Source: an optimization exercise on an open RTL-to-GDS flow (aim: small area, a short achievable clock period and few clock cycles). Production flows keep margins and buffers that such runs may drop. At most, simulation tests tie the RTL to the original design; equivalence was not proved. No activity file was given, so power comes from the tool's default toggle rates.

## run 1
==> flow/design.v (excerpt) <==
module pfpp_engine (
    input  wire         clk,
    input  wire         rst,
    input  wire         cmd_valid,
    input  wire [63:0]  cmd_word,
    output wire         busy,
    output reg  [3:0]   err,
    output wire [31:0]  result,
    output reg  [127:0] dirty,
    input  wire         cfg_coalesce,
    input  wire [31:0]  cfg_opc,        
    input  wire [15:0]  cfg_nopb,       
    input  wire [2:0]   cfg_rowlen,
    input  wire [2:0]   cfg_endlen,
    input  wire [12:0]  cfg_src_len,    
    input  wire [8:0]   cfg_pal_len,    
    output wire [6:0]   fb_addr,
    output wire         fb_we,
    output wire [127:0] fb_wdata,
    input  wire [127:0] fb_rdata,
    output wire [11:0]  src_addr,
    input  wire [7:0]   src_rdata,
    output wire [7:0]   pal_addr,
    input  wire [23:0]  pal_rdata,
    output reg          bus_req,
    output reg  [1:0]   bus_kind,
    output reg  [7:0]   bus_byte,
    input  wire         bus_done,
    input  wire         bus_err
);
Settings: LEC_CHECK=0, CAP_MARGIN=20, CORE_MARGIN=2, CORE_UTILIZATION=55, CTS_BUF_LIST=sky130_fd_sc_hd__clkbuf_8, SETUP_SLACK_MARGIN=5, SLEW_MARGIN=20; clock period 10.0 ns.
standard.sh (not shown) runs the stock make flow with config.mk's settings and CLKGATE_MAP_FILE= SYNTH_SCRIPT=/design/flow/synth_recipe.tcl, a recipe that flattens the netlist after the stock synthesis.
==> flow/flow/run.sh <==
#!/bin/bash
set -euo pipefail
MARGIN=$(cat flow/margin.txt)
PORTBUF=$(cat flow/portbuf.txt)
bash standard.sh SETUP_SLACK_MARGIN=$MARGIN "BUFFER_PORTS_ARGS=-buffer_cell $PORTBUF" finish > layout_make.log 2>&1
==> flow/flow/margin.txt <==
6.6
==> flow/flow/portbuf.txt <==
sky130_fd_sc_hd__buf_1
Run 1: no failed stages, no open violations at the end
Testbench counts of run 1, summed over its fixed seeds: cycles 443,746.
[inputs] run 2 vs run 1
Settings: a change of CORE_UTILIZATION from 55 to 40.
==> flow/flow/margin.txt <==
6.5
Notes after the runs:
Run 2: flow completed, timing, DRC and antenna clean. Looking at routed wire length across both flows, run 2 is the weaker of the two, with run 1 ahead. Going from run 1 to run 2, detailed route wirelength on metal2 grows by 410 um. Compared with run 1, run 2 shows a higher chip width.
Input changes introduced in run 3 (baseline for comparison: run 2):
Settings: CORE_UTILIZATION now 65, was 40.
==> comparison <==
As far as worst setup slack is concerned, run 3 and run 2 perform about the same. Wire length of the first global-routing pass delta for run 3 relative to run 2: 1400 um lower. Of run 2 and run 3, the run reporting the lower hold-critical path depth was run 2. Fraction of area in registers, run 2 and run 3: smaller value in run 2. Total power (run 3 over run 2): decrease, about 0.8%. Per the comparison of run 3 with run 2, total of clock buffers placed in the layout went down 7, maximum cell stage delay along the critical path rose 230 ps.
Input changes introduced in run 4 (baseline for comparison: run 3):
Settings: changing CORE_UTILIZATION from 65 to 55.
==> run notes <==
Between run 4 and run 3, the difference in synthesized cell count is negligible. In the reports for run 4 and run 3, the smaller relative contribution of sequential cells to total power belongs to run 3. Class of the most critical setup path = reg2out: run 4; class of the most critical setup path = reg2reg: run 3. Number of design-rule violations left by the first detailed-router iteration of run 4 falls short of that of run 3 by more than 10%.

---

pfpp_engine, a different RTL version from the one above (not shown whole).
Size in the first run: about 3800 cells after synthesis, ~470 flip-flops, about 640 I/O pins, about 35000 µm² of cells after synthesis.
make LEC_CHECK=0 CAP_MARGIN=20 CORE_MARGIN=2 CORE_UTILIZATION=40 SETUP_SLACK_MARGIN=5 SLEW_MARGIN=20 finish   # period 10.0 ns
run.sh (not shown) runs the stock make flow with config.mk's settings and CLKGATE_MAP_FILE= SYNTH_SCRIPT=/design/flow/synth_recipe.tcl, a recipe that flattens the netlist after the stock synthesis.
Stock flow here: none of the scripts above is used.
The first run finished with timing, DRC and antenna clean.
Edit:
--- a/flow/config.mk
+++ b/flow/config.mk
@@ -10,3 +10,2 @@
 export CORE_UTILIZATION = 40
-export SETUP_SLACK_MARGIN = 5
 export SLEW_MARGIN = 20
The changed run produced a clean layout. Combinational power went down by a few percent. Cell area went down by a few percent. Cell count went down slightly.
No run of this note included a check of the RTL's function; only the layout flow was run.

-- what the ideal ports hide --
No port has a modelled driver above. Below, the same layouts with a new extraction and two added sets of constraints.
Step 1, drivers: a clkbuf_16 drives clk and a buf_2 each remaining input, both assumed.
Step 2 adds t to the input delays and takes it off the output delays; t is the mean of the earliest and latest rising clock arrival at the registers after step 1. Input paths then give back, and output paths get back, about the clock's delay inside the block.
Slacks: ideal ports / drivers / drivers and shift; pairs: ideal ports / drivers.
run	t (ns)	slack for setup (ns)	worst setup path at the end	cell pins on the clock port's net
run 1	0.754	6.566 / 6.532 / 5.861	input to register	1
run 2	0.786	6.469 / 6.515 / 5.729	input to register	1
run 3	0.766	6.469 / 6.469 / 5.825	input to register	1
run 4	0.770	6.409 / 6.344 / 5.815	input to register	1
the first run of note 2	0.708	3.855 / 3.855 / 3.855	register to register	1
the second run of note 2	0.712	2.461 / 2.461 / 2.461	register to register	1
After both steps every run listed still meets setup and hold. The setup slack of run 2, which loses most, moves by +0.046 ns with the drivers and by -0.740 ns with both steps.
